This design comes from an exercise in tuning for small area, a short achievable clock period and few clock cycles on the open sky130 flow, not from production work.
Where RTL was checked, it was by simulation tests only, not by an equivalence proof against the original.
The RTL of runs 2 to 4 was laid out without a check of its function.
No activity file was given, so power comes from the tool's default toggle rates.

<file path="flow/flow/run.sh">
#!/bin/bash
# Layout flow: the standard ORFS flow, with the port buffers that
# buffer_ports inserts made from plain sky130_fd_sc_hd__buf_1 cells
# instead of the delay-buffer cell it picks by default. The make output
# of every step goes to standard.log; ORFS keeps each tool's own log
# under orfs/logs/.
set -euo pipefail
export BUFFER_PORTS_ARGS="-buffer_cell sky130_fd_sc_hd__buf_1"
bash standard.sh finish > standard.log 2>&1
</file>
<file path="flow/constraint.sdc">
create_clock -name core_clock -period 5.0 [get_ports {clk}]
set_input_delay 1.0000 -clock core_clock [delete_from_list [all_inputs] [get_ports {clk}]]
set_output_delay 1.0000 -clock core_clock [all_outputs]
set_load 0.01 [all_outputs]
</file>
<file path="flow/design.v">
module sdio_spi_engine (
    input  wire        clk,
    input  wire        rst,             
    input  wire        op_valid,
    output wire        op_ready,
    input  wire [7:0]  op_sel,          
    input  wire [7:0]  op_index,
    input  wire [31:0] op_arg,
    input  wire [16:0] op_count,
    input  wire [9:0]  op_block_size,
    input  wire        op_mode,
    input  wire [1:0]  op_fn,
    input  wire [2:0]  op_width,
    output wire        res_valid,
    output wire [3:0]  res_code,
    output wire [7:0]  res_status,
    output wire [7:0]  res_stuff,
    output wire        ev_valid,
    output wire [2:0]  ev_kind,
    output reg  [7:0]  ev_tx,
    input  wire        ev_ready,
    input  wire [7:0]  ev_rx,
    input  wire        wd_valid,
    output wire        wd_ready,
    input  wire [7:0]  wd_data,
    output reg         rd_valid,
    output wire [7:0]  rd_data
);
    function [6:0] crc7_byte(input [6:0] acc, input [7:0] b);
        integer k;
        reg [6:0] r;
        reg fb;
        begin
            r = acc;
            for (k = 7; k >= 0; k = k - 1) begin
                fb = b[k] ^ r[6];
                r  = {r[5:0], 1'b0};
                if (fb) r = r ^ 7'h09;
            end
            crc7_byte = r;
        end
    endfunction
    function [15:0] crc16_byte(input [15:0] acc, input [7:0] b);
        integer k;
        reg [15:0] r;
        begin
            r = acc ^ {b, 8'h00};
            for (k = 0; k < 8; k = k + 1) begin
                if (r[15]) r = {r[14:0], 1'b0} ^ 16'h1021;
                else       r = {r[14:0], 1'b0};
            end
            crc16_byte = r;
        end
    endfunction
    localparam [5:0] S_CS1   = {3'd0, 3'd0},    
                     S_CS0   = {3'd0, 3'd1},    
                     S_CTX   = {3'd0, 3'd2},    
                     S_PTOK  = {3'd1, 3'd2},    
                     S_PDAT  = {3'd2, 3'd2},    
                     S_PCRC  = {3'd3, 3'd2},    
                     S_PSTOP = {3'd4, 3'd2},    
                     S_PLAST = {3'd5, 3'd2},    
                     S_RDY   = {3'd0, 3'd3},    
                     S_RESP  = {3'd1, 3'd3},    
                     S_STUFF = {3'd2, 3'd3},    
                     S_GTOK  = {3'd3, 3'd3},    
                     S_GPAY  = {3'd4, 3'd3},    
                     S_GCRC  = {3'd5, 3'd3},    
                     S_DRT   = {3'd6, 3'd3},    
                     S_FIN   = {3'd7, 3'd3},    
                     S_CRIT1 = {3'd0, 3'd4},
                     S_CRIT0 = {3'd0, 3'd5},
                     S_IDLE  = {3'd0, 3'd6},
                     S_PWAIT = {3'd1, 3'd6},    
                     S_DONE  = {3'd0, 3'd7};    
    localparam [2:0] R_SUCCESS       = 3'd0,
                     R_UNSPECIFIED   = 3'd1,
                     R_NOT_READY     = 3'd2,
                     R_INV_RESP      = 3'd3,
                     R_INV_RESP_DATA = 3'd4,
                     R_INV_CRC       = 3'd5,
                     R_TIMEOUT       = 3'd6;
    localparam [1:0] T_CMD = 2'd0, T_SET = 2'd1, T_GET = 2'd2, T_PUT = 2'd3;
    reg [5:0]  state;
    reg [1:0]  optype;
    reg [2:0]  idx;        
    reg [1:0]  step;       
    reg [2:0]  res;
    reg [9:0]  cnt;        
    reg [15:0] crc;        
    reg [31:0] u;
    wire acc = ev_valid & ev_ready;
    wire rx_ff = (ev_rx == 8'hFF);
    wire c_last199 = cnt[7] & cnt[6] & cnt[2] & cnt[1] & cnt[0];    
    wire c_last254 = &cnt[7:1];                                        
    wire c_last3   = cnt[1] & cnt[0];                                  
    wire c_last5   = cnt[2] & cnt[0];                                  
    wire c_last1   = cnt[0];                                           
    wire [16:0] rem = u[16:0];
    reg  rem1, rem0;
    function [16:0] dec17(input [16:0] a);
        integer i;
        begin
            dec17[0] = ~a[0];
            for (i = 1; i < 17; i = i + 1)
                dec17[i] = a[i] ^ ((a & ((17'd1 << i) - 17'd1)) == 17'd0);
        end
    endfunction
    function [9:0] inc10(input [9:0] a);
        integer i;
        begin
            inc10[0] = ~a[0];
            for (i = 1; i < 10; i = i + 1)
                inc10[i] = a[i] ^ ((a | ~((10'd1 << i) - 10'd1)) == 10'h3FF);
        end
    endfunction
    wire [16:0] rem_dec = dec17(rem);
    wire [9:0]  cnt_inc = inc10(cnt);
    wire blk_last = (cnt == 10'h3FE);
    wire is63 = idx[1];
    wire is53 = idx[0] & ~idx[1];
    reg fault;
    assign ev_valid = ~(state[2] & state[1]) & ~fault;
    assign ev_kind  = state[2:0];
    assign op_ready = (state == S_IDLE);
    assign res_valid = (state == S_DONE);
    assign res_code  = {fault, res};
    assign res_status = u[15:8];
    assign res_stuff  = ev_tx;     
    assign rd_data   = ev_tx;      
    assign wd_ready  = (state == S_PWAIT) |
                       (((state == S_PTOK) | (state == S_PDAT)) & ev_ready);
    wire [5:0] ix = op_index[5:0];
    wire idx_ok   = (op_index[7:6] == 2'b00) &&
                    ((ix == 6'd0) || (ix[5:1] == 5'b11010) || (ix == 6'd63));
    wire bs_ok    = op_block_size[9] == (op_block_size[8:0] == 9'd0);
    wire width_ok = (op_width == 3'd1) || (op_width == 3'd2) || (op_width == 3'd4);
    wire fn_ok    = op_fn[1] ^ op_fn[0];
    wire cnt_nz   = (op_count != 17'd0);
    wire cnt_le512 = (op_count[16:10] == 7'd0) && (!op_count[9] || op_count[8:0] == 9'd0);
    wire put_ok   = cnt_nz && (op_mode ? bs_ok : cnt_le512);
    wire sel_data = op_sel[5] & ~op_sel[4];             
    wire sel_hi0  = (op_sel[7:6] == 2'b00) && (op_sel[3:1] == 3'b000);
    wire op_ok    = sel_hi0 && (
                    (op_sel[5:4] == 2'b01 && !op_sel[0] && idx_ok) ||
                    (op_sel[5:4] == 2'b11 && !op_sel[0] && width_ok && fn_ok) ||
                    (op_sel[5:4] == 2'b10 && (op_sel[0] ? put_ok : bs_ok)));
    wire [7:0] fb0 = {2'b01, idx[2], idx[2], idx[1], idx[2], idx[1], idx[0]};
    wire is_set = (optype == T_SET);
    wire [1:0] aw_fn   = u[3:2];
    wire [1:0] aw_code = u[1:0];
    wire [7:0] fb1 = is_set ? {1'b1, aw_fn, 5'b00010} : u[31:24];
    wire [7:0] fb2 = is_set ? 8'h00 : u[23:16];
    wire [7:0] fb3 = is_set ? {5'b00000, step, 1'b0} : u[15:8];
    wire [7:0] fb4 = is_set ? ((step == 2'd0) ? u[23:16] :
                               (step == 2'd1) ? u[31:24] : {6'd0, aw_code}) : u[7:0];
    wire [6:0] crc7_nx = crc7_byte(crc[6:0], ev_tx);
    wire [7:0] fb5 = is63 ? 8'hFF : {crc7_nx, 1'b1};
    wire [15:0] crc16_nx = crc16_byte(crc, ev_tx);
    wire [2:0] drt_res = (ev_tx == 8'hEB || ev_tx == 8'hED) ? R_INV_RESP :
                         (ev_tx == 8'hFF) ? R_TIMEOUT : R_UNSPECIFIED;
    wire take = wd_valid & wd_ready;
    always @(posedge clk) begin
        if (state == S_CS1 || state == S_RDY)
            ev_tx <= (optype == T_PUT) ? (u[27] ? 8'hFC : 8'hFE) : fb0;
        else if (ev_kind == 3'd3 && ev_ready)
            ev_tx <= ev_rx;
        else if (take)
            ev_tx <= wd_data;
        else if (ev_ready) begin
            case (state)
                S_CTX:
                    case (cnt[2:0])
                        3'd0:    ev_tx <= fb1;
                        3'd1:    ev_tx <= fb2;
                        3'd2:    ev_tx <= fb3;
                        3'd3:    ev_tx <= fb4;
                        default: ev_tx <= fb5;
                    endcase
                S_PLAST: ev_tx <= crc16_nx[15:8];
                S_PCRC:  ev_tx <= crc[7:0];
                S_CRIT0: ev_tx <= 8'hFD;
                default: ;
            endcase
        end
    end
    always @(posedge clk) begin
        rd_valid <= ~rst & (state == S_GPAY) & ev_ready;
        if (rst) begin
            state <= S_IDLE;
        end else begin
            case (state)
            S_IDLE: begin
                if (op_valid) begin
                    res  <= R_SUCCESS;
                    step <= 2'd0;
                    u    <= op_arg;
                    rem1 <= (op_count == 17'd1);
                    rem0 <= (op_count == 17'd0);
                    state <= S_CS1;
                    fault <= !op_ok;
                    if (sel_data) begin
                        optype   <= {1'b1, op_sel[0]};
                        u[16:0]  <= op_count;
                        u[26:17] <= (op_sel[0] && !op_mode) ? op_count[9:0] : op_block_size;
                        u[27]    <= op_mode && (op_count[16:1] != 16'd0);
                        u[28]    <= op_mode;
                    end else begin
                        optype <= {1'b0, op_sel[5]};
                        if (op_sel[5]) begin
                            idx    <= 3'b100;
                            u[3:0] <= {op_fn, op_width[2], op_width[1]};
                        end else begin
                            idx    <= {op_index[4], op_index[3], op_index[0]};
                        end
                    end
                end
            end
            S_DONE: state <= S_IDLE;
            S_CS1: if (fault) begin
                state <= S_DONE;
            end else if (ev_ready) begin
                cnt <= 10'd0;
                if (optype == T_GET) begin
                    state <= rem0 ? S_CS0 : S_GTOK;
                end else if (optype == T_CMD && is63) begin
                    cnt   <= 10'd0;
                    state <= S_CTX;
                end else begin
                    state <= S_RDY;
                end
            end
            S_RDY: begin
                crc <= 16'h0000;                if (ev_ready) begin
                    if (rx_ff) begin
                        cnt   <= 10'd0;
                        state <= (optype == T_PUT) ? S_PTOK : S_CTX;
                    end else if (c_last199) begin
                        res   <= R_NOT_READY;
                        cnt   <= 10'd0;
                        state <= (optype == T_PUT) ? S_FIN : S_CS0;
                    end else begin
                        cnt <= cnt_inc;
                    end
                end
            end
            S_CTX: if (ev_ready) begin
                crc[6:0] <= crc7_nx;
                cnt      <= cnt_inc;
                if (c_last5) begin
                    cnt   <= 10'd0;
                    state <= S_RESP;
                end
            end
            S_RESP: if (ev_ready) begin
                u[15:8] <= ev_rx;
                res     <= (ev_rx != 8'h00) ? R_INV_RESP : R_SUCCESS;
                cnt     <= cnt_inc;
                if (!rx_ff || c_last199) state <= S_STUFF;
            end
            S_STUFF: if (ev_ready) begin
                if (res == R_SUCCESS && is53 && ev_rx != 8'h00)
                    res <= R_INV_RESP_DATA;
                state <= S_CS0;
            end
            S_CS0: if (ev_ready) begin
                if (is_set && step != 2'd2 && res == R_SUCCESS) begin
                    step  <= step + 2'd1;
                    state <= S_CS1;
                end else begin
                    state <= S_DONE;
                end
            end
            S_GTOK: begin
                crc <= 16'hFE00;
                if (ev_ready) begin
                    cnt <= cnt_inc;
                    if (ev_rx == 8'hFE) begin
                        cnt   <= ~u[26:17];
                        state <= S_GPAY;
                    end else if (c_last199) begin
                        res   <= R_TIMEOUT;
                        state <= S_CS0;
                    end
                end
            end
            S_GPAY: if (ev_ready) begin
                crc     <= crc16_nx;
                u[16:0] <= rem_dec;
                rem1    <= (rem == 17'd2);
                rem0    <= rem1;
                cnt     <= cnt_inc;
                if (blk_last || rem1) begin
                    cnt   <= 10'd0;
                    state <= S_GCRC;
                end
            end
            S_GCRC: if (ev_ready) begin
                crc   <= crc16_nx;
                cnt   <= cnt_inc;
                if (c_last1) begin
                    if ({ev_tx, ev_rx} != crc) begin
                        res   <= R_INV_CRC;
                        state <= S_CS0;
                    end else if (rem0) begin
                        state <= S_CS0;
                    end else begin
                        cnt   <= 10'd0;
                        state <= S_GTOK;
                    end
                end
            end
            S_PTOK: if (ev_ready) begin
                cnt <= ~u[26:17];
                state <= !wd_valid ? S_PWAIT : (u[26:17] == 10'd1) ? S_PLAST : S_PDAT;
            end
            S_PWAIT: if (wd_valid) state <= blk_last ? S_PLAST : S_PDAT;
            S_PDAT: if (ev_ready) begin
                cnt <= cnt_inc;
                crc <= crc16_nx;
                state <= !wd_valid ? S_PWAIT : (cnt == 10'h3FD) ? S_PLAST : S_PDAT;
            end
            S_PLAST: if (ev_ready) begin
                crc   <= crc16_nx;
                cnt   <= 10'd0;
                state <= S_PCRC;
            end
            S_PCRC: if (ev_ready) begin
                cnt   <= cnt_inc;
                if (c_last1) state <= S_CRIT1;
            end
            S_CRIT1: if (ev_ready) begin
                cnt   <= 10'd0;
                state <= S_DRT;
            end
            S_DRT: if (ev_ready) begin
                cnt   <= cnt_inc;
                if (!rx_ff || c_last3) state <= S_CRIT0;
            end
            S_CRIT0: if (ev_ready) begin
                cnt <= 10'd0;
                if (ev_tx != 8'hE5) begin
                    res   <= drt_res;
                    state <= S_FIN;
                end else if (!u[28] || rem1) begin
                    state <= u[27] ? S_PSTOP : S_FIN;
                end else begin
                    u[16:0] <= rem_dec;
                    rem1    <= (rem == 17'd2);
                    rem0    <= rem1;
                    cnt     <= 10'd0;
                    state   <= S_RDY;
                end
            end
            S_PSTOP: if (ev_ready) begin
                cnt   <= 10'd0;
                state <= S_FIN;
            end
            S_FIN: if (ev_ready) begin
                cnt <= cnt_inc;
                if (rx_ff || c_last254) state <= S_CS0;
            end
            default: state <= S_IDLE;
            endcase
        end
    end
endmodule
</file>
<file path="flow/standard.sh">
#!/bin/bash
# synth_recipe.tcl (not shown) runs the flow's synth.tcl, then flattens the netlist and writes it again
# the make line also repeats each setting of config.mk as NAME=value (left out here)
make -C /OpenROAD-flow-scripts/flow DESIGN_CONFIG=/design/flow/config.mk WORK_HOME=/design/flow/orfs CLKGATE_MAP_FILE= SYNTH_SCRIPT=/design/flow/synth_recipe.tcl "${@:-finish}"
</file>
<file path="flow/config.mk">
export PLATFORM = sky130hd
export DESIGN_NAME = sdio_spi_engine
export DESIGN_NICKNAME = sdio_spi_engine
export VERILOG_FILES = /design/flow/design.v
export SDC_FILE = /design/flow/constraint.sdc
export NUM_CORES = 4
export LEC_CHECK = 0
export CAP_MARGIN = 20
export CORE_MARGIN = 2
export CORE_UTILIZATION = 40
export CTS_BUF_LIST = sky130_fd_sc_hd__clkbuf_8
export SETUP_SLACK_MARGIN = 2.4
export SLEW_MARGIN = 20
</file>
==> flow_summary.ini, run 1 <==
[cts]
clockBufferDepth = 2
htree_levels = 3
cts_sinks = 86
numCtsBuffers = 9
clkLatencyLatePin_ns = 0.40
cts.clk_slew.worst_paths_ns = 0.09
root_buffer = clkbuf_8
cts_tree = done
postCtsHoldBufs = 0

[grt]
grt_pass1_vias = 6958
met1_usage_pct = 38.1
grt_first_pass_wirelength_um = 40900
antenna_found_initial = 0
use_met3_pct = 4.24
grtUsageMet2_pct = 42.1
grt_busiest_layer = met2
grt_overflow = 0
grtUsageTotal_pct = 27.0
grt_start_max_net_pins = 38

[layout]
area_growth_pct = 19.1
final_area_um2 = 8840
nNetsFinal = 1109
final_layout_size_suffix_gt1_share_pct = 15.9
antenna_cells = 0
final_util_pct = 48.9

[power]
sw_frac_of_total_pct = 45.8
cellPowerDensity_nw_per_um2 = 487
p_clk_share_pct = 13.7
internal_power_mw = 2.34
netSwitchingPower_mw = 1.97
pwr-share-seq_pct = 30.4
p_leak_nw = 3.05
max-vdd-ir-drop_mv = 0.198
combPwrFrac_pct = 55.9

[logic_synthesis]
async_reset_ff_share_pct = 0
synth.distinct_cells = 82
synthFlopType = edfxtp_1
yosysWarnings = 1
synth_area_leaders = edfxtp_1 (32%), xnor2_1 (5.4%), nand2_1 (4.7%)
synth_cells = 858
seq_area_frac_synth_pct = 33.8
yosysTopAreaCell = edfxtp_1
syn_nets = 976
ys_seq_elements = 86
netlist_top_cells_count = nand2_1 (93), edfxtp_1 (79), nor2_1 (59)
yosysTopAreaCellShare_pct = 31.9
avgSynthCellArea_um2 = 8.66
mappedNetlistArea_um2 = 7430
synth_edf_count = 79
synth_most_common_cell = nand2_1

[die]
io_pins = 146
fp-row-count = 49
die_h_um = 140
fp.dieW_um = 140
initial_core_util_pct = 41.1
fp.coreArea_um2 = 18100
die_area_um2 = 19700

[setup_path]
critPathCaptureType = output port
critPathMaxFanout = 4
rrSetupSlack_ns = 2.45
crit_arrival_ns = 1.70
crit_path_start_kind = flip-flop
r2r_start = state[3]
r2r_cells = 8
required_ns = 4.00
reg2reg_to = state[0]
worst-setup-path-type = reg -> out

[detailed_routing]
dr.pass1.iters = 6
vias_per_cell = 6.20
ant_nets = 0
drt_wl_total_um = 27300
drc = 0
vias = 7600
wl_per_cell_um = 22.3
drtIter0Drc = 946

[sta]
period_share_pct = 54.0
rsz0062_at_grt = true
tightestPinTransition_ns = 0.714
fin_crit_ns = 2.70
hold_viol = 0
final.setup.worst_slack_ns = 2.30
relSlewSlack_pct = 52.1
fmax_mhz = 370
finClkSkew_ns = 0.0185
drv_slew = 0
timing.hold.ws_ns = 0.643
setup_viol = 0
finalSetupTns_ns = 0

[place]
place_congestion = 1.00
pre_cts_ws_ns = 1.55
port_buffers = 145
post_dp_cell_area_um2 = 7940
post-dp-hpwl_um = 20400

[min_path]
min_to = u[0]
holdCritStartpoint = u[0]
min_path_cells = 1
min_path_type = reg -> reg

[outcome]
status = timing/DRC/antenna clean

[flow_run]
maxCapViolCount = 0
==> metrics by stage <==
step / power (mW) / std cells
global route: 4.54 / 1225
floorplan: 2.80 / 858
global placement: 3.35 / 1167
finish: 4.31 / 1225
detailed placement: 3.33 / 1167
CTS: 4.12 / 1199
==> layer usage <==
layer  routed length (µm)  share of wire, %
met1                11700                43
met2                12100                44
met3                 2510               9.2
met4                  964               3.5
met5                    0                 0
==> how the worst max path moves through the flow <==
stage / startpoint / end / slack (ns) / cells after the start
after floorplan: ev_ready / cnt[0] / 2.45 / 3
after global placement: state[2] / u[10] / 1.65 / 7
after detailed placement: state[2] / u[12] / 1.55 / 7
after CTS: state[5] / res_valid / 2.29 / 4
after global routing: state[3] / res_valid / 2.28 / 4
final: state[3] / res_valid / 2.30 / 4
==> layout by cell type, fill, tap and decap left out, types with 9 or more instances in the layout <==
| cell type | count |
|---|---|
| buf_1 | 132 |
| nand2_1 | 89 |
| edfxtp_1 | 79 |
| a21oi_1 | 55 |
| nor2_1 | 53 |
| o21ai_0 | 53 |
| buf_4 | 50 |
| xnor2_1 | 45 |
| nor3_1 | 25 |
| mux2i_1 | 21 |
| inv_1 | 20 |
| o22ai_1 | 20 |
| nand3_1 | 18 |
| nor4_1 | 16 |
| o211ai_1 | 16 |
| xor2_1 | 16 |
| nand4_1 | 13 |
| nor2b_1 | 13 |
| nand2b_1 | 13 |
| ha_1 | 10 |
| and3_1 | 9 |
| a22oi_1 | 9 |
| clkbuf_8 | 9 |
==> critical path, stage by stage (launching register included) <==
cell and delay (ns):
dfxtp_4 0.39, buf_4 0.14, or4b_4 0.55, nor2_2 0.10, buf_2 0.13
==> cell families after synthesis <==
| logic type | count (synthesis) | share of synthesized area (%) |
|---|---|---|
| AOI/OAI and AO/OA | 247 | 22.2 |
| xor gates and xnor gates | 67 | 8.51 |
| adders and majority gates | 16 | 2.70 |
| buffers and inverters | 100 | 6.76 |
| DFF | 86 | 33.8 |
| muxes | 23 | 3.13 |
| and+or+nand+nor | 319 | 22.9 |
==> sequential cells by signal (all words and copies together), names as in the netlist <==
name and cells:
rem1 1, state 6, crc 16, rd_valid 1, cnt 10, res 3, optype 2, idx 3
fault 1, ev_tx 8, rem0 1, step 2, u 32
==> power groups by stage <==
stage	Sequential (mW)	Clock (mW)	Combinational [mW]
floorplan	1.20	0	1.60
global placement	1.36	0	1.99
detailed placement	1.37	0	1.97
CTS	1.32	0.599	2.20
global route	1.33	0.622	2.58
finish	1.31	0.589	2.41
==> what timing repair did <==
action,in CTS,in global routing
setup buffers,16,26
pin swaps,4,10
gates resized for setup,58,36
setup endpoints to repair,89,74
==> cell type report <==
cell class | instances | area [µm²]
fillers | 1792 | 9240
multi-input cells | 672 | 4690
flip-flops and latches | 86 | 2530
repair buffers | 198 | 1020
well taps | 229 | 287
clock buffers | 9 | 124
clock inverters | 7 | 104
inverters | 24 | 93.8
Testbench counts, summed over its fixed seeds: cycles 293,774.
==> run 2: changes to the inputs <==
--- a/flow/design.v
+++ b/flow/design.v
@@ -72,5 +72,5 @@
                      S_CRIT0 = {3'd0, 3'd5},
                      S_IDLE  = {3'd0, 3'd6},
-                     S_PWAIT = {3'd1, 3'd6},    
+                     S_PWAIT = {3'd4, 3'd7},    
                      S_DONE  = {3'd0, 3'd7};    
     localparam [2:0] R_SUCCESS       = 3'd0,
@@ -123,6 +123,6 @@
     assign ev_valid = ~(state[2] & state[1]) & ~fault;
     assign ev_kind  = state[2:0];
-    assign op_ready = (state == S_IDLE);
-    assign res_valid = (state == S_DONE);
+    assign op_ready = (state[2:0] == 3'd6);       
+    assign res_valid = (state[2:0] == 3'd7) & ~state[5];    
     assign res_code  = {fault, res};
     assign res_status = u[15:8];
--- a/flow/config.mk
+++ b/flow/config.mk
@@ -9,5 +9,4 @@
 export CORE_MARGIN = 2
 export CORE_UTILIZATION = 40
-export CTS_BUF_LIST = sky130_fd_sc_hd__clkbuf_8
 export SETUP_SLACK_MARGIN = 2.4
 export SLEW_MARGIN = 20
==> run 2 against run 1 <==
Compared with the run above:
- first-iteration DRC count decreased by 1.7%
- critical path type is now in -> reg
- combinational power rose by 2%
- largest power group unchanged
- worst hold slack worse by 0.079 ns
- via count up 0.37%
==> flow_summary.ini, run 2 <==
[outcome]
status = timing/DRC/antenna clean

[die]
fp.dieW_um = 140
die_area_um2 = 19600
fp.coreArea_um2 = 18000
io_pins = 146
die_h_um = 140
fp-row-count = 49
initial_core_util_pct = 40.9

[sta]
tightestPinTransition_ns = 0.900
rsz0062_at_grt = true
timing.hold.ws_ns = 0.564
hold_viol = 0
final.setup.worst_slack_ns = 2.27
relSlewSlack_pct = 39.9
finalSetupTns_ns = 0
fmax_mhz = 367
setup_viol = 0
drv_slew = 0
period_share_pct = 54.5
finClkSkew_ns = 0.00493
fin_crit_ns = 2.73

[place]
pre_cts_ws_ns = 1.38
place_congestion = 0.994
port_buffers = 145
dp_cells = 1187
post-dp-hpwl_um = 20700

[cts]
postCtsHoldBufs = 0
htree_levels = 3
numCtsBuffers = 9
clockBufferDepth = 2
clkLatencyLatePin_ns = 0.36
cts_tree = done
cts_sinks = 86
root_buffer = clkbuf_16
cts.clk_slew.worst_paths_ns = 0.07

[detailed_routing]
wl_per_cell_um = 22.2
drc = 0
drtIter0Drc = 930
drt_wl_total_um = 27300
vias_per_cell = 6.20
dr.pass1.iters = 5
ant_nets = 0
vias = 7628

[layout]
nFillCells = 1807
final_layout_size_suffix_gt1_share_pct = 15.7
nNetsFinal = 1114
largestRegisters = u x32, crc x16, cnt x10
final_cell_mix = buf_1 (134), nand2_1 (110), edfxtp_1 (79)
fin_cells = 1230
antenna_cells = 0
largest_reg_flops = 32
final_util_pct = 50.0
final_common_cell = buf_1
area_growth_pct = 22.0
top_register = u

[grt]
grtUsageTotal_pct = 27.5
grt_first_pass_wirelength_um = 41800
grt_start_max_net_pins = 34
grt_pass1_vias = 7042
antenna_found_initial = 0
grt_overflow = 0

[setup_path]
required_ns = 5.08
cp-endpoint = cnt[8]
cp_common_cell = or3_4
reg2reg_to = u[8]
worst-setup-path-type = in -> reg
slowest_stage = or3_4
rrSetupSlack_ns = 2.36
path_cells = buf_8, nand4_1, or3_4, o21a_4, or3_4, a211o_4, a21oi_4, buf_6, o22ai_2
crit_arrival_ns = 2.81
r2r_cells = 5
crit_path_start_kind = input pin
r2r_start = ev_tx[6]
critPathCaptureType = flip-flop
critPathMaxFanout = 6
crit_path_start = ev_rx[6]
max_stage_delay_ns = 0.36

[logic_synthesis]
synth_most_common_cell = nand2_1
yosysTopAreaCell = edfxtp_1
syn_nets = 1001
synth_cells = 883
ys_seq_elements = 86
synth_edf_count = 79
mappedNetlistArea_um2 = 7380
synthFlopType = edfxtp_1
synth.distinct_cells = 72
async_reset_ff_share_pct = 0
yosysWarnings = 1
netlist_top_cells_count = nand2_1 (112), edfxtp_1 (79), o21ai_0 (78)
avgSynthCellArea_um2 = 8.36
seq_area_frac_synth_pct = 34.0
yosysTopAreaCellShare_pct = 32.1
synth_area_leaders = edfxtp_1 (32%), nand2_1 (5.7%), o21ai_0 (5.3%)

[power]
max-vdd-ir-drop_mv = 0.295
p_leak_nw = 3.00
cellPowerDensity_nw_per_um2 = 504

[min_path]
min_path_type = reg -> reg

[flow_run]
maxCapViolCount = 0
run 2: cell types whose count changed after synthesis, sizes merged, moves of 9 or more:
cell,change
o21ai,+24
clkbuf,+9
xor2,+9
and3,-9
a21oi,-16
nand2,+19
run 2: cells by family (layout without fill, tap and decap cells):
| logic type | count (synthesis) | after routing | synth area share, % |
|---|---|---|---|
| multiplexers | 22 | 22 | 3.02 |
| buffers and inverters | 101 | 219 | 6.81 |
| XOR/XNOR | 68 | 68 | 8.07 |
| AO/OA/AOI/OAI | 256 | 256 | 22.9 |
| AND/OR/NAND/NOR | 334 | 334 | 22.4 |
| flip-flops | 86 | 86 | 34.0 |
| adder cells (fa/ha/maj) | 16 | 16 | 2.71 |
run 2: report_power, final:
part | switching (mW) | internal (mW)
Clock | 0.344 | 0.354
Sequential | 0.311 | 1.07
Combinational | 1.46 | 1.00
run 2: metrics by stage:
stage | power, mW | instance area [µm²]
floorplan | 2.87 | 7450
global placement | 3.43 | 7910
global route | 4.78 | 9000
detailed placement | 3.41 | 7910
finish | 4.53 | 9000
CTS | 4.35 | 8700
run 2: worst min-delay path by stage:
stage,start,to,slack (ns),cells past startpoint
2_1_floorplan,idx[0],ev_tx[0],0.54,2
3_3_place_gp,u[0],u[0],0.63,1
3_5_place_dp,u[0],u[0],0.63,1
4_1_cts,state[5],state[5],0.58,2
5_1_grt,state[5],state[5],0.58,2
6_report,state[5],state[5],0.56,2
run 2: repair_timing:
action | 4_1_cts | 5_1_grt
resized for setup | 92 | 40
endpoints found under the setup margin | 112 | 88
buffers inserted | 17 | 10
pin swaps | 8 | 4
run 2: final cells by class:
type                       count  area [µm²]  area share (%)
inverter                      21        82.6           0.917
clock buffer                   9         225            2.50
tap                          229         287            3.18
multi-input combinational    696        4860            54.0
clock inverter                 7        75.1           0.834
sequential                    86        2530            28.1
timing repair buffer         182         947            10.5
run 2: routing by layer:
metal  GRT usage (%)  routed length [µm]  vias up
met5               0                   0        -
met4            10.1                 820        0
met3            4.34                2270       49
met2            43.9               12800      434
met1            37.8               11400     3633
li1                -                   -     3512
run 2: worst max-delay path, delay by kind of cell:
kind / cells / cell delay [ns]
AO/OA/AOI/OAI: 4 / 0.74
buffers and inverters: 2 / 0.23
AND/OR/NAND/NOR: 3 / 0.83
==> run 3: changes to the inputs <==
--- a/flow/config.mk
+++ b/flow/config.mk
@@ -9,4 +9,4 @@
 export CORE_MARGIN = 2
 export CORE_UTILIZATION = 40
-export SETUP_SLACK_MARGIN = 2.4
+export SETUP_SLACK_MARGIN = 2.3
 export SLEW_MARGIN = 20
==> run 3 against run 2 <==
Compared with the run above:
- sequential cell count did not move
- fmax is 0.13% higher
- critical path depth is 1 lower
- routed wire length grew 0.60%
- non-clock buffer count is 1 lower
- via count hardly changed
- final cell count barely moved
- worst hold slack got worse by 0.052 ns
- register-to-register slack lost 0.07 ns
- total power is 3.7% lower
- cell area down 3.1%
- first-iteration DRC count increased by 8.1%
- critical path type unchanged
- critical endpoint is now cnt[4]
==> flow_summary.ini, run 3 <==
[setup_path]
crit_arrival_ns = 2.81
critPathMaxFanout = 8
required_ns = 5.09
rrSetupSlack_ns = 2.29
reg2reg_to = u[11]
critPathCaptureType = flip-flop
r2r_cells = 5
worst-setup-path-type = in -> reg
r2r_start = ev_tx[7]
crit_path_start_kind = input pin

[die]
die_area_um2 = 19600
fp.dieW_um = 140
die_h_um = 140
io_pins = 146
initial_core_util_pct = 40.9
fp.coreArea_um2 = 18000
fp-row-count = 49

[grt]
grt_first_pass_wirelength_um = 41700
grt_start_max_net_pins = 34
grt_pass1_vias = 7090
grt_overflow = 0
grtUsageTotal_pct = 27.6
antenna_found_initial = 0

[sta]
tightestPinTransition_ns = 0.782
hold_viol = 0
finClkSkew_ns = 0.0128
drv_slew = 0
fin_crit_ns = 2.72
setup_viol = 0
fmax_mhz = 367
rsz0062_at_grt = true
finalSetupTns_ns = 0
relSlewSlack_pct = 47.4
period_share_pct = 54.4

[logic_synthesis]
yosysTopAreaCell = edfxtp_1
synth_most_common_cell = nand2_1
syn_nets = 1001
mappedNetlistArea_um2 = 7380
synthFlopType = edfxtp_1
yosysWarnings = 1
netlist_top_cells_count = nand2_1 (112), edfxtp_1 (79), o21ai_0 (78)
synth.distinct_cells = 72
synth_cells = 883
async_reset_ff_share_pct = 0
yosysTopAreaCellShare_pct = 32.1
synth_edf_count = 79
ys_seq_elements = 86
seq_area_frac_synth_pct = 34.0
avgSynthCellArea_um2 = 8.36
synth_area_leaders = edfxtp_1 (32%), nand2_1 (5.7%), o21ai_0 (5.3%)

[place]
place_congestion = 0.974
post-dp-hpwl_um = 20900
port_buffers = 145

[layout]
area_growth_pct = 18.2
largestRegisters = u x32, crc x16, cnt x10
final_layout_size_suffix_gt1_share_pct = 12.3
final_common_cell = buf_1
largest_reg_flops = 32
antenna_cells = 0
top_register = u
nNetsFinal = 1113
final_cell_mix = buf_1 (135), nand2_1 (112), edfxtp_1 (79)

[min_path]
min_path_cells = 2
min_to = state[0]
min_path_type = reg -> reg
holdCritStartpoint = state[0]

[detailed_routing]
ant_nets = 0
drc = 0
vias = 7629
drtIter0Drc = 1005
vias_per_cell = 6.21
drt_wl_total_um = 27400
dr.pass1.iters = 7
wl_per_cell_um = 22.3

[power]
p_leak_nw = 2.93
netSwitchingPower_mw = 1.99
p_total_mw = 4.37
cellPowerDensity_nw_per_um2 = 501
p_clk_share_pct = 16.0
max-vdd-ir-drop_mv = 0.237
pwr-share-seq_pct = 31.7
sw_frac_of_total_pct = 45.7
combPwrFrac_pct = 52.2
internal_power_mw = 2.37

[cts]
htree_levels = 3
clockBufferDepth = 2
cts_tree = done
cts.clk_slew.worst_paths_ns = 0.07
root_buffer = clkbuf_16
cts_sinks = 86
postCtsHoldBufs = 0
clkLatencyLatePin_ns = 0.36
numCtsBuffers = 9

[outcome]
status = timing/DRC/antenna clean

[flow_run]
maxCapViolCount = 0
[run 3: cell families (layout without fill, tap and decap cells)]
logic type               after synthesis  count (layout)  share of synthesized area [%]
multiplexers                          22              22                           3.02
adder cells (fa/ha/maj)               16              16                           2.71
flip-flops                            86              86                           34.0
buffers and inverters                101             218                           6.81
AO/OA/AOI/OAI                        256             256                           22.9
AND/OR/NAND/NOR                      334             334                           22.4
XOR/XNOR                              68              68                           8.07
[run 3: how the worst max path moves through the flow]
| stage | end | depth (start not counted) | slack, ns | startpoint |
|---|---|---|---|---|
| floorplan | cnt[2] | 7 | 2.26 | ev_rx[6] |
| global placement | u[6] | 6 | 1.35 | state[1] |
| detailed placement | u[6] | 6 | 1.30 | state[1] |
| CTS | cnt[4] | 7 | 2.16 | ev_tx[7] |
| global route | cnt[7] | 9 | 2.17 | cnt[0] |
| finish | cnt[4] | 8 | 2.28 | ev_rx[3] |
[run 3: power groups by stage]
stage | registers, mW | logic (mW) | clock network (mW)
final | 1.39 | 2.28 | 0.701
after CTS | 1.38 | 2.11 | 0.705
after global placement | 1.38 | 2.01 | 0
after floorplan | 1.22 | 1.62 | 0
after global routing | 1.41 | 2.47 | 0.737
after detailed placement | 1.38 | 1.99 | 0
[run 3: metrics by stage]
| step | hold slack [ns] | instances | util [%] | setup WS, ns | cell area (µm²) |
|---|---|---|---|---|---|
| finish | 0.512 | 1229 | 48.4 | 2.28 | 8730 |
| global route | 0.547 | 1229 | 48.4 | 2.17 | 8730 |
| CTS | 0.595 | 1210 | 46.5 | 2.16 | 8370 |
| detailed placement | 0.597 | 1190 | 43.8 | 1.30 | 7900 |
| global placement | 0.588 | 1190 | 43.8 | 1.35 | 7900 |
| floorplan | 0.541 | 883 | - | 2.26 | 7390 |
[run 3: worst max-delay path: stages]
cell     delay (ns)
buf_8          0.09
nand4_1        0.13
or3_4          0.35
o21a_1         0.21
or3_4          0.35
a211o_4        0.30
a21oi_4        0.26
o22ai_1        0.11
[run 3: final cells by class]
| class | count | area (µm²) |
|---|---|---|
| clock inverter | 5 | 58.8 |
| multi-input combinational | 696 | 4630 |
| fill | 1786 | 9300 |
| inverter | 21 | 78.8 |
| tap | 229 | 287 |
| clock buffer | 11 | 233 |
| timing repair buffer | 181 | 903 |
| sequential | 86 | 2530 |
[run 3: what timing repair did]
item                       in CTS  in global routing
pin swaps                       2                  5
setup endpoints to repair     102                 66
buffers inserted                4                 19
gates resized for setup        46                 51
[run 3: routing by layer]
metal	share of wire, %	vias to the layer above	wire length (µm)	global-route usage (%)
met5	0	-	0	0
met4	3.6	0	980	10.6
met3	8.3	72	2270	3.99
met2	46	473	12500	43.6
met1	42	3578	11600	38.3
li1	-	3506	-	-
==> run 4: changes to the inputs <==
--- a/flow/design.v
+++ b/flow/design.v
@@ -72,5 +72,5 @@
                      S_CRIT0 = {3'd0, 3'd5},
                      S_IDLE  = {3'd0, 3'd6},
-                     S_PWAIT = {3'd4, 3'd7},    
+                     S_PWAIT = {3'd1, 3'd6},    
                      S_DONE  = {3'd0, 3'd7};    
     localparam [2:0] R_SUCCESS       = 3'd0,
@@ -123,6 +123,6 @@
     assign ev_valid = ~(state[2] & state[1]) & ~fault;
     assign ev_kind  = state[2:0];
-    assign op_ready = (state[2:0] == 3'd6);       
-    assign res_valid = (state[2:0] == 3'd7) & ~state[5];    
+    assign op_ready = (state == S_IDLE);
+    assign res_valid = (state == S_DONE);
     assign res_code  = {fault, res};
     assign res_status = u[15:8];
@@ -186,4 +186,10 @@
     end
     always @(posedge clk) begin
+        if (state == S_RDY || state == S_GTOK)
+            crc <= {6'b111111, ~((optype == T_PUT) & u[27]), 9'd0};
+        else if (ev_valid && ev_ready)
+            crc <= optype[1] ? crc16_nx : {crc[15:7], crc7_nx};
+    end
+    always @(posedge clk) begin
         rd_valid <= ~rst & (state == S_GPAY) & ev_ready;
         if (rst) begin
@@ -232,5 +238,5 @@
             end
             S_RDY: begin
-                crc <= 16'h0000;                if (ev_ready) begin
+                if (ev_ready) begin
                     if (rx_ff) begin
                         cnt   <= 10'd0;
@@ -246,5 +252,4 @@
             end
             S_CTX: if (ev_ready) begin
-                crc[6:0] <= crc7_nx;
                 cnt      <= cnt_inc;
                 if (c_last5) begin
@@ -273,5 +278,4 @@
             end
             S_GTOK: begin
-                crc <= 16'hFE00;
                 if (ev_ready) begin
                     cnt <= cnt_inc;
@@ -286,5 +290,4 @@
             end
             S_GPAY: if (ev_ready) begin
-                crc     <= crc16_nx;
                 u[16:0] <= rem_dec;
                 rem1    <= (rem == 17'd2);
@@ -297,5 +300,4 @@
             end
             S_GCRC: if (ev_ready) begin
-                crc   <= crc16_nx;
                 cnt   <= cnt_inc;
                 if (c_last1) begin
@@ -318,9 +320,7 @@
             S_PDAT: if (ev_ready) begin
                 cnt <= cnt_inc;
-                crc <= crc16_nx;
                 state <= !wd_valid ? S_PWAIT : (cnt == 10'h3FD) ? S_PLAST : S_PDAT;
             end
             S_PLAST: if (ev_ready) begin
-                crc   <= crc16_nx;
                 cnt   <= 10'd0;
                 state <= S_PCRC;
==> run 4 against run 3 <==
Compared with the run above:
- total power rose by 16%
- critical path depth fell by 4
- area after synthesis rose by 1.9%
- clock-buffer cell count fell by 1
- critical path type is now in -> out
==> flow_summary.ini, run 4 <==
[outcome]
status = timing/DRC/antenna clean

[setup_path]
critPathCaptureType = output port
reg2reg_to = state[2]
crit_path_start_kind = input pin
required_ns = 4.00
worst-setup-path-type = in -> out
crit_arrival_ns = 1.72
r2r_cells = 10
cp-endpoint = wd_ready
r2r_start = state[2]
critPathMaxFanout = 13
rrSetupSlack_ns = 2.28
crit_path_start = ev_ready

[sta]
rsz0062_at_grt = true
fin_crit_ns = 2.72
fmax_mhz = 367
period_share_pct = 54.4
drv_slew = 0
final.setup.worst_slack_ns = 2.28
finClkSkew_ns = 0.0132
tightestPinTransition_ns = 0.969
relSlewSlack_pct = 34.9
hold_viol = 0
finalSetupTns_ns = 0
setup_viol = 0

[cts]
root_buffer = clkbuf_16
cts_tree = done
postCtsHoldBufs = 0
htree_levels = 3
cts.clk_slew.worst_paths_ns = 0.07
clkLatencyLatePin_ns = 0.36
numCtsBuffers = 9
clockBufferDepth = 2
cts_sinks = 86

[grt]
antenna_found_initial = 0
grt_overflow = 0
grt_first_pass_wirelength_um = 42300
grt_start_max_net_pins = 34
grtUsageTotal_pct = 27.6
grt_pass1_vias = 7302

[logic_synthesis]
synthFlopType = edfxtp_1
mappedNetlistArea_um2 = 7520
yosysTopAreaCell = edfxtp_1
netlist_top_cells_count = nand2_1 (106), nor2_1 (78), edfxtp_1 (64)
avgSynthCellArea_um2 = 8.04
yosysWarnings = 1
synth_most_common_cell = nand2_1
syn_nets = 1054
synth_area_leaders = edfxtp_1 (26%), dfxtp_1 (5.9%), nand2_1 (5.3%)
yosysTopAreaCellShare_pct = 25.5
synth_cells = 936
ys_seq_elements = 86
seq_area_frac_synth_pct = 31.4
async_reset_ff_share_pct = 0
synth.distinct_cells = 79
synth_edf_count = 64

[power]
p_clk_share_pct = 12.8
max-vdd-ir-drop_mv = 0.242
netSwitchingPower_mw = 2.42
sw_frac_of_total_pct = 47.6
combPwrFrac_pct = 59.3
internal_power_mw = 2.66
cellPowerDensity_nw_per_um2 = 563
pwr-share-seq_pct = 27.8
p_leak_nw = 3.19

[die]
die_area_um2 = 19900
fp.dieW_um = 141
fp.coreArea_um2 = 18600
die_h_um = 141
io_pins = 146
fp-row-count = 50
initial_core_util_pct = 40.5

[detailed_routing]
drtIter0Drc = 1407
drt_wl_total_um = 28100
dr.pass1.iters = 9
drc = 0
vias_per_cell = 6.22
vias = 8023
wl_per_cell_um = 21.8
ant_nets = 0

[place]
port_buffers = 145
post-dp-hpwl_um = 20400
place_congestion = 0.999
pre_cts_ws_ns = 1.36

[layout]
antenna_cells = 0
final_common_cell = buf_1
largest_reg_flops = 32
final_layout_size_suffix_gt1_share_pct = 14.9
final_cell_mix = buf_1 (133), nand2_1 (101), nor2_1 (71)
nNetsFinal = 1168
top_register = u
largestRegisters = u x32, crc x16, cnt x10
area_growth_pct = 19.8

[min_path]
min_path_type = reg -> reg

[flow_run]
maxCapViolCount = 0
-- run 4: cell count changes in the layout (fill, tap and decap cells not counted), sizes merged, moves of 9 or more --
cell,before,now
buf,177,198
o21ai,79,68
edfxtp,79,64
nor4,15,24
nor2,59,78
a21oi,42,58
dfxtp,7,22
-- run 4: cells by family after synthesis --
| group | share of synthesized area (%) |
|---|---|
| DFF | 31.4 |
| AOI/OAI and AO/OA | 21.4 |
| xor gates and xnor gates | 9.08 |
| buffers and inverters | 7.98 |
| adders and majority gates | 2.79 |
| and+or+nand+nor | 24.2 |
| muxes | 3.11 |
-- run 4: power groups by stage --
stage / sequential, mW / clock [mW] / combinational [mW]
finish: 1.41 / 0.651 / 3.01
global route: 1.43 / 0.680 / 3.22
CTS: 1.40 / 0.655 / 2.73
detailed placement: 1.42 / 0 / 2.48
global placement: 1.42 / 0 / 2.50
floorplan: 1.22 / 0 / 2.10
-- run 4: per-layer routing --
layer | wire (µm) | GRT usage (%)
met1 | 11600 | 37.6
met2 | 12500 | 43.9
met3 | 2880 | 6.22
met4 | 1060 | 8.26
met5 | 0 | 0
-- run 4: what timing repair did --
action,in CTS,in global routing
pin swaps,12,16
setup endpoints to repair,106,66
resized for setup,71,43
setup buffers,19,25
gates cloned,2,0
-- run 4: worst min-delay path by stage --
| stage | start | endpoint | slack (ns) | depth (start not counted) |
|---|---|---|---|---|
| final | crc[10] | crc[10] | 0.49 | 2 |
| after global routing | crc[11] | crc[11] | 0.51 | 2 |
| after CTS | crc[11] | crc[11] | 0.49 | 2 |
| after detailed placement | crc[11] | crc[11] | 0.48 | 2 |
| after global placement | crc[8] | crc[8] | 0.46 | 2 |
| after floorplan | crc[8] | crc[8] | 0.44 | 2 |
-- run 4: layout make-up --
type	count	area (µm²)
Fill cell	1864	9570
Multi-Input combinational cell	728	4820
Sequential cell	86	2380
Timing Repair Buffer	201	1150
Tap cell	234	293
Clock buffer	10	229
Inverter	24	96.3
Clock inverter	6	36.3
-- run 4: stage by stage --
step | hold WS (ns) | cells | cell area, µm² | power [mW] | util [%]
after floorplan | 0.444 | 936 | 7550 | 3.32 | -
after global placement | 0.465 | 1227 | 7950 | 3.91 | 42.8
after detailed placement | 0.481 | 1227 | 7950 | 3.91 | 42.8
after CTS | 0.491 | 1264 | 8620 | 4.79 | 46.4
after global routing | 0.515 | 1289 | 9010 | 5.33 | 48.5
final | 0.488 | 1289 | 9010 | 5.07 | 48.5
-- run 4: worst max-delay path, stage by stage --
cell,delay [ns]
buf_6,0.16
nor2_1,0.08
a2111oi_4,0.29
buf_2,0.19

## re-timing with driven ports
Ports are ideal in the flow. The routed layouts listed here were re-timed in OpenROAD.
Step 1 assumes that a clkbuf_16 drives the clock port and a buf_2 every other input.
Step 2 also shifts input and output timing later by t, the mid clock arrival at the registers, as if the neighbouring blocks saw the same clock.
a / b / c = ideal / step 1 / step 2; a / b = the first two.
| run | t (ns) | setup slack, ns | worst register clock-pin slew, ns | worst slew at a driven data input, ns | pins driven straight from the clock port |
|---|---|---|---|---|---|
| run 1 | 0.425 | 2.299 / 2.261 / 2.050 | 0.11 / 0.11 | 0.06 | 1 |
| run 2 | 0.397 | 2.274 / 2.251 / 1.867 | 0.07 / 0.07 | 0.06 | 1 |
| run 3 | 0.404 | 2.278 / 2.269 / 1.865 | 0.07 / 0.07 | 0.06 | 1 |
| run 4 | 0.396 | 2.278 / 2.226 / 1.904 | 0.08 / 0.08 | 0.06 | 1 |
After both steps every run listed still meets setup and hold. The setup slack of run 3, which loses most, moves by -0.009 ns with the drivers and by -0.413 ns with both steps.
